Source: an optimization exercise on an open RTL-to-GDS flow (aim: small area, a short achievable clock period and few clock cycles per item). Production flows keep margins and buffers that such runs may drop.
Function was checked by simulation only, so behaviour that the tests miss may differ from the original.
Power figures rest on the tool's default switching activity, not on a simulated workload.

## ioc_audio_enc
module ioc_audio_enc (
    input  wire        clk,
    input  wire        rst,
    input  wire [1:0]  cfg_coding,
    input  wire        cfg_word_sel,
    input  wire [63:0] now_us,
    input  wire        in_valid,
    output wire        in_ready,
    input  wire [63:0] in_frame,
    output reg         out_valid,
    input  wire        out_ready,
    output reg  [7:0]  out_data,
    output reg         out_last,
    output reg  [31:0] bad_cnt
);
Settings: LEC_CHECK=0, CAP_MARGIN=20, CORE_MARGIN=2, CORE_UTILIZATION=55, CTS_BUF_LIST=sky130_fd_sc_hd__clkbuf_16, CTS_CLUSTER_DIAMETER=150, CTS_CLUSTER_SIZE=24, PLACE_DENSITY=0.65, SLEW_MARGIN=20; clock period 9.0 ns.
standard.sh (not shown) runs the stock make flow with config.mk's settings and CLKGATE_MAP_FILE= SYNTH_SCRIPT=/design/flow/synth_recipe.tcl, a recipe that flattens the netlist after the stock synthesis.
==> flow/flow/run.sh <==
#!/bin/bash
set -euo pipefail
bash standard.sh synth > step_synth.log 2>&1
export SETUP_SLACK_MARGIN=6
export POST_GLOBAL_PLACE_TCL="$PWD/flow/port_bufs.tcl"
bash standard.sh finish > step_layout.log 2>&1
==> flow/flow/port_bufs.tcl <==
# POST_GLOBAL_PLACE hook: buffer_ports gives every port a clkdlybuf4s50_1
# (a delay cell). Swap those port buffers for plain buf_1 cells; the resize
# and repair steps that follow size them as the loads need.
set n 0
foreach inst [[ord::get_db_block] getInsts] {
  if {[[$inst getMaster] getName] eq "sky130_fd_sc_hd__clkdlybuf4s50_1"
      && [regexp {^(input|output)[0-9]+$} [$inst getName]]} {
    replace_cell [$inst getName] sky130_fd_sc_hd__buf_1
    incr n
  }
}
puts "port_bufs.tcl: $n port buffers now sky130_fd_sc_hd__buf_1"
Testbench counts at the start, summed over its fixed seeds: cycles 45,984, blocks 96.
Edit:
--- a/flow/design.v
+++ b/flow/design.v
@@ -132,18 +132,17 @@
             4'd10: hdr_byte = ts[15:8];
             4'd11: hdr_byte = ts[7:0];
             4'd12: hdr_byte = body_len[15:8];
             default: hdr_byte = body_len[7:0];
         endcase
     end
     wire [12:0] d0 = d[0];
     wire [12:0] d1 = d[1];
-    wire [3:0]  dl0 = ecs - {1'b0, d0[12:11], 1'b0};
-    wire [3:0]  dl1 = ecs - {1'b0, d1[12:11], 1'b0};
+    reg  [3:0]  dl0, dl1;
     wire [10:0] s0 = $signed(d0[10:0]) >>> dl0;
     wire [10:0] s1 = $signed(d1[10:0]) >>> dl1;
     wire [9:0]  c0 = s0[9:0];
     wire [9:0]  c1 = s1[9:0];
     wire [7:0]  u10_byte = ({8{e_ph[0]}} & c0[9:2])
                          | ({8{e_ph[1]}} & {c0[1:0], c1[9:4]})
                          | ({8{e_ph[2]}} & {c0[3:0], c1[9:6]})
                          | ({8{e_ph[3]}} & {c0[5:0], c1[9:8]})
@@ -171,16 +170,19 @@
     wire f_hdr = eok & can_hdr;
     wire f_cs  = eok & can_cs;
     wire f_smp = eok & can_smp;
     wire smp_last_fire = f_smp & smp_adv & (e_idx == 5'd31);
     wire e_hdr_n = (f_hdr & (hcnt == 4'd13)) ? 1'b0 : (smp_last_fire & (e_pair == 4'd9)) ? 1'b1 : e_hdr;
     wire e_cs_n  = f_cs ? 1'b0 : smp_last_fire ? 1'b1 : e_cs;
     wire [4:0] e_ph_n = (f_smp & is_u10) ? {e_ph[3:0], e_ph[4]} : e_ph;
     wire sk_v_n  = ~oreg_ld & (sk_v | (eok & produce));
+    wire [3:0] ecs_n = f_cs ? ncs0 : (f_smp & smp_adv & (e_idx == 5'd15)) ? cs1 : ecs;
+    wire [1:0] a0_n  = ld[0] ? d[1][12:11] : d[0][12:11];
+    wire [1:0] a1_n  = ld[1] ? d[2][12:11] : d[1][12:11];
     wire ir_v_n   = in_fire | (ir_v & ~p_ld);
     wire ir_open  = in_ready_r;
     wire p_v_n    = p_ld | (p_v & ~pdone);
     wire p_half_n = p_ld ? 1'b0 : (push ? ~p_half : p_half);
     wire p_last_n = p_ld ? ir_last : p_last;
     wire v0_n     = ld[0] ? v[1] : v[0];
     wire full_n   = pop ? (push & full) : (full | (push & (cnt == 5'd30)));
     wire [1:0] bst_n = (bst != 2'd0) ? bst + 2'd1 : (pdone & p_last) ? 2'd1 : 2'd0;
@@ -209,21 +211,20 @@
             if (ipos == 5'd16)      acc1 <= pt;
             else if (ipos[4])       acc1 <= acc1 | pt;
         end
         if (bst == 2'd1) shc <= ({2'b00, shift} < umin) ? {2'b00, shift} : umin;
         if (bst == 2'd2) begin
             sh_up <= (sh_diff > 6'd4) && (shc < 6'd12);
             sh_dn <= (sh_diff < 6'd4) && (shc > 6'd0);
         end
-        if (f_cs) begin
-            ecs <= ncs0;
-            cs1 <= ncs1;
-        end
-        if (f_smp & smp_adv & (e_idx == 5'd15)) ecs <= cs1;
+        if (f_cs) cs1 <= ncs1;
+        ecs <= ecs_n;
+        dl0 <= ecs_n - {1'b0, a0_n, 1'b0};
+        dl1 <= ecs_n - {1'b0, a1_n, 1'b0};
         if (srst) begin
             bad_cnt    <= 32'd0;
             in_ready_r <= 1'b1;
             ir_v       <= 1'b0;
             iidx       <= 9'd0;
             ts_v       <= 1'b0;
             v          <= {N{1'b0}};
             cnt        <= 5'd0;
@@ -249,17 +250,18 @@
         end else begin
             bad_cnt <= bad_cnt ^ ({32{in_fire & bad}} & bad_cy);
             in_ready_r <= in_ready_n;
             ir_v       <= ir_v_n;
             if (in_fire) iidx <= (iidx == 9'd319) ? 9'd0 : iidx + 9'd1;
             for (j = 0; j < N-1; j = j + 1)
                 if (ld[j]) v[j] <= v[j+1];
             if (ld[N-1]) v[N-1] <= push;
-            cnt    <= cnt + {4'd0, push} - {4'd0, pop};
+            if (push & ~pop)      cnt <= cnt + 5'd1;
+            else if (pop & ~push) cnt <= cnt - 5'd1;
             pop    <= pop_n;
             p_v    <= p_v_n;
             p_half <= p_half_n;
             p_last <= p_last_n;
             bst    <= bst_n;
             if (pdone) begin
                 ipos <= ipos + 5'd1;
                 if ({1'b0, pu_v} < umin) umin <= {1'b0, pu_v};
- The changed run completed with no timing, DRC or antenna violations
- cell count climbs by 1.9%
- utilization drops by 1.2 points
- non-clock buffer count drops by 22
- hold slack is about the same
- routed wire length climbs by 4.1%
- power climbs by 8.2%
- clock skew climbs by 0.0051 ns
- sequential cell count climbs by 6
- global-route usage climbs by 0.41 points
Testbench counts after the change, summed over its fixed seeds: cycles 45,984, blocks 96.

========
ioc_audio_enc, a different RTL version from the one above (not shown whole).
Size: about 2300 cells after synthesis, about 720 flip-flops, ~180 I/O pins, roughly 31000 um^2 of cells after synthesis.
## ioc_audio_enc
module ioc_audio_enc (
    input  wire        clk,
    input  wire        rst,
    input  wire [1:0]  cfg_coding,
    input  wire        cfg_word_sel,
    input  wire [63:0] now_us,
    input  wire        in_valid,
    output wire        in_ready,
    input  wire [63:0] in_frame,
    output reg         out_valid,
    input  wire        out_ready,
    output reg  [7:0]  out_data,
    output reg         out_last,
    output reg  [31:0] bad_cnt
);
export LEC_CHECK = 0
export CAP_MARGIN = 20
export CORE_MARGIN = 2
export CORE_UTILIZATION = 40
export PLACE_DENSITY = 0.6
export SETUP_SLACK_MARGIN = 5
export SLEW_MARGIN = 20
create_clock -name core_clock -period 9.0 [get_ports {clk}]
run.sh (not shown) runs the stock make flow with config.mk's settings and CLKGATE_MAP_FILE= SYNTH_SCRIPT=/design/flow/synth_recipe.tcl, a recipe that flattens the netlist after the stock synthesis.
Stock flow here: none of the scripts above is used.
The starting point completed without violations.
Testbench counts at the start, summed over its fixed seeds: cycles 45,984, blocks 96.
Rerun with:
--- a/flow/design.v
+++ b/flow/design.v
@@ -31,39 +31,47 @@
     reg         ir_v, ir_last;
     reg  [8:0]  iidx;         
     reg  [63:0] ts;
     reg         ts_v;
     reg         in_ready_r;
     assign in_ready = in_ready_r;
     wire in_fire = in_valid & in_ready_r;
     wire [31:0] word = wsel_r ? in_frame[63:32] : in_frame[31:0];
-    wire        bad  = (word[23:16] != 8'hFF);
+    wire        bad  = wsel_r ? ~&in_frame[55:48] : ~&in_frame[23:16];
+    reg  [31:0] bad_cy;
+    integer b;
+    always @* begin
+        bad_cy[0] = 1'b1;
+        for (b = 1; b < 32; b = b + 1) bad_cy[b] = bad_cy[b-1] & bad_cnt[b-1];
+    end
     reg  [3:0]  shift;
     reg  [5:0]  umin;
     reg  [1:0]  bst;          
     reg  [5:0]  shc;
     reg         sh_up, sh_dn;
     reg  [15:0] p16;
     reg  [7:0]  pt;           
     reg  [4:0]  pu;           
+    reg         pdec;
     reg         p_v, p_half, p_last;
     wire [31:0] raw  = {{8{ir_raw[23]}}, ir_raw};
     wire [31:0] p    = raw << shift;
-    wire [23:0] umag = ir_raw[23] ? (~ir_raw + 24'd1) : ir_raw;
+    wire [23:0] ux   = ir_raw ^ {24{ir_raw[23]}};
+    wire        udec = ir_raw[23] & ~|(ux[23:1] & ~ux[22:0]);
     reg  [7:0]  thr;
     reg  [4:0]  uval;
     integer t;
     always @* begin
         for (t = 0; t < 8; t = t + 1)
             thr[t] = p[31] ? (~&(p | ((32'd1 << (23 + t)) - 32'd1)) | ((p & ((32'd1 << (23 + t)) - 32'd1)) == 32'd0))
                            : (|(p[30:0] >> (23 + t)));
         uval = 5'd31;
         for (t = 0; t < 24; t = t + 1)
-            if (umag[t]) uval = 5'd30 - t[4:0];
+            if (ux[t]) uval = 5'd30 - t[4:0];
     end
     reg  [N-1:0] v;
     reg  [12:0]  d [0:N-1];
     reg  [4:0]   cnt;         
     wire full = (cnt == 5'd31);
     reg  pop;                 
     reg  [N-1:0] hole_le;
     integer i;
@@ -82,16 +90,17 @@
         acode = is_u8 ? (pt[5] ? 2'd3 : pt[3] ? 2'd2 : pt[1] ? 2'd1 : 2'd0)
                       : (pt[7] ? 2'd3 : pt[5] ? 2'd2 : pt[3] ? 2'd1 : 2'd0);
     wire [21:0] p16x = {{6{p16[15]}}, p16};
     wire [10:0] wv   = p16x[{acode, 1'b0} +: 11];
     wire [12:0] entry = is_pcm ? {5'd0, p_half ? p16[7:0] : p16[15:8]} : {acode, wv};
     reg  [4:0] ipos;          
     reg  [7:0] acc0, acc1;    
     wire [5:0] sh_diff = umin - shc;
+    wire [4:0] pu_v = pu - {4'd0, pdec};
     reg        e_hdr;         
     reg  [3:0] hcnt;
     reg        e_cs;          
     reg  [3:0] e_pair;
     reg  [4:0] e_idx;         
     reg        e_half;        
     reg  [4:0] e_ph;          
     reg  [3:0] ecs, cs1;
@@ -186,16 +195,17 @@
             ir_raw  <= {word[15:0], word[31:24]};
             ir_last <= (iidx == 9'd319);
         end
         if (in_ready_r & ~ts_v & (iidx == 9'd0)) ts <= now_us;
         if (p_ld) begin
             p16 <= p[31:16];
             pt  <= thr;
             pu  <= uval;
+            pdec <= udec;
         end
         if (push & ~is_pcm) begin
             if (ipos == 5'd0)       acc0 <= pt;
             else if (~ipos[4])      acc0 <= acc0 | pt;
             if (ipos == 5'd16)      acc1 <= pt;
             else if (ipos[4])       acc1 <= acc1 | pt;
         end
         if (bst == 2'd1) shc <= ({2'b00, shift} < umin) ? {2'b00, shift} : umin;
@@ -231,32 +241,32 @@
             e_idx      <= 5'd0;
             e_half     <= 1'b0;
             e_ph       <= 5'd1;
             seq        <= 16'd0;
             sk_v       <= 1'b0;
             out_valid  <= 1'b0;
             out_last   <= 1'b0;
         end else begin
-            if (in_fire & bad) bad_cnt <= bad_cnt + 32'd1;
+            bad_cnt <= bad_cnt ^ ({32{in_fire & bad}} & bad_cy);
             in_ready_r <= in_ready_n;
             ir_v       <= ir_v_n;
             if (in_fire) iidx <= (iidx == 9'd319) ? 9'd0 : iidx + 9'd1;
             for (j = 0; j < N-1; j = j + 1)
                 if (ld[j]) v[j] <= v[j+1];
             if (ld[N-1]) v[N-1] <= push;
             cnt    <= cnt + {4'd0, push} - {4'd0, pop};
             pop    <= pop_n;
             p_v    <= p_v_n;
             p_half <= p_half_n;
             p_last <= p_last_n;
             bst    <= bst_n;
             if (pdone) begin
                 ipos <= ipos + 5'd1;
-                if ({1'b0, pu} < umin) umin <= {1'b0, pu};
+                if ({1'b0, pu_v} < umin) umin <= {1'b0, pu_v};
             end
             if (bst == 2'd3) begin
                 shift <= sh_up ? shc[3:0] + 4'd1 : sh_dn ? shc[3:0] - 4'd1 : shc[3:0];
                 umin  <= umin + 6'd1;
             end
             if (oreg_ld) begin
                 out_valid <= sk_v | (eok & produce);
                 out_data  <= sk_v ? sk_d : nbyte;
Result: Via count fell by 3.9%; power fell by 5.7%; count of clock-buffer cells in the layout fell by 7; cell count fell by 4.4%; critical path depth fell by 1; setup slack degrades by 0.019 ns; cell area fell by 2.3%; wire length fell by 3.2%; global-route usage fell by 0.22 points; clock power is about the same; utilization is about the same; non-clock buffer count rose by 1; register-to-register slack improves by 0.05 ns; first-iteration DRC count barely changes.
Testbench counts after the change, summed over its fixed seeds: cycles 45,984, blocks 96.

==> what the ideal ports hide <==
The flow's constraints put no driver on any port. The routed layouts listed below were extracted and timed again, unchanged, in two steps.
Step 1 (the two cells are an assumption about what drives the block):
set clk [get_ports {clk}]
set_driving_cell -lib_cell sky130_fd_sc_hd__clkbuf_16 $clk
set_driving_cell -lib_cell sky130_fd_sc_hd__buf_2 [delete_from_list [all_inputs] $clk]
Step 2 moves the port delays by t, midway between the first and last clock arrival at a register: inputs arrive t later, outputs are due t later. That takes back most of the time a late clock gives input paths.
a / b / c = ideal / step 1 / step 2; a / b = the first two.
| run | t (ns) | slack for setup (ns) | clock arrival spread, ns | pins driven straight from the clock port |
|---|---|---|---|---|
| the first run of note 1 | 0.625 | 5.743 / 5.743 / 5.532 | 0.023 / 0.022 | 1 |
| the second run of note 1 | 0.629 | 6.006 / 5.949 / 5.418 | 0.029 / 0.029 | 1 |
| the first run of note 2 | 0.657 | 5.251 / 5.227 / 4.653 | 0.036 / 0.036 | 1 |
| the second run of note 2 | 0.657 | 5.231 / 5.215 / 4.612 | 0.028 / 0.027 | 1 |
After both steps setup and hold are still met in every run listed. For the second run of note 2, which loses most, drivers alone change the setup slack by -0.016 ns; drivers and shift together by -0.619 ns.
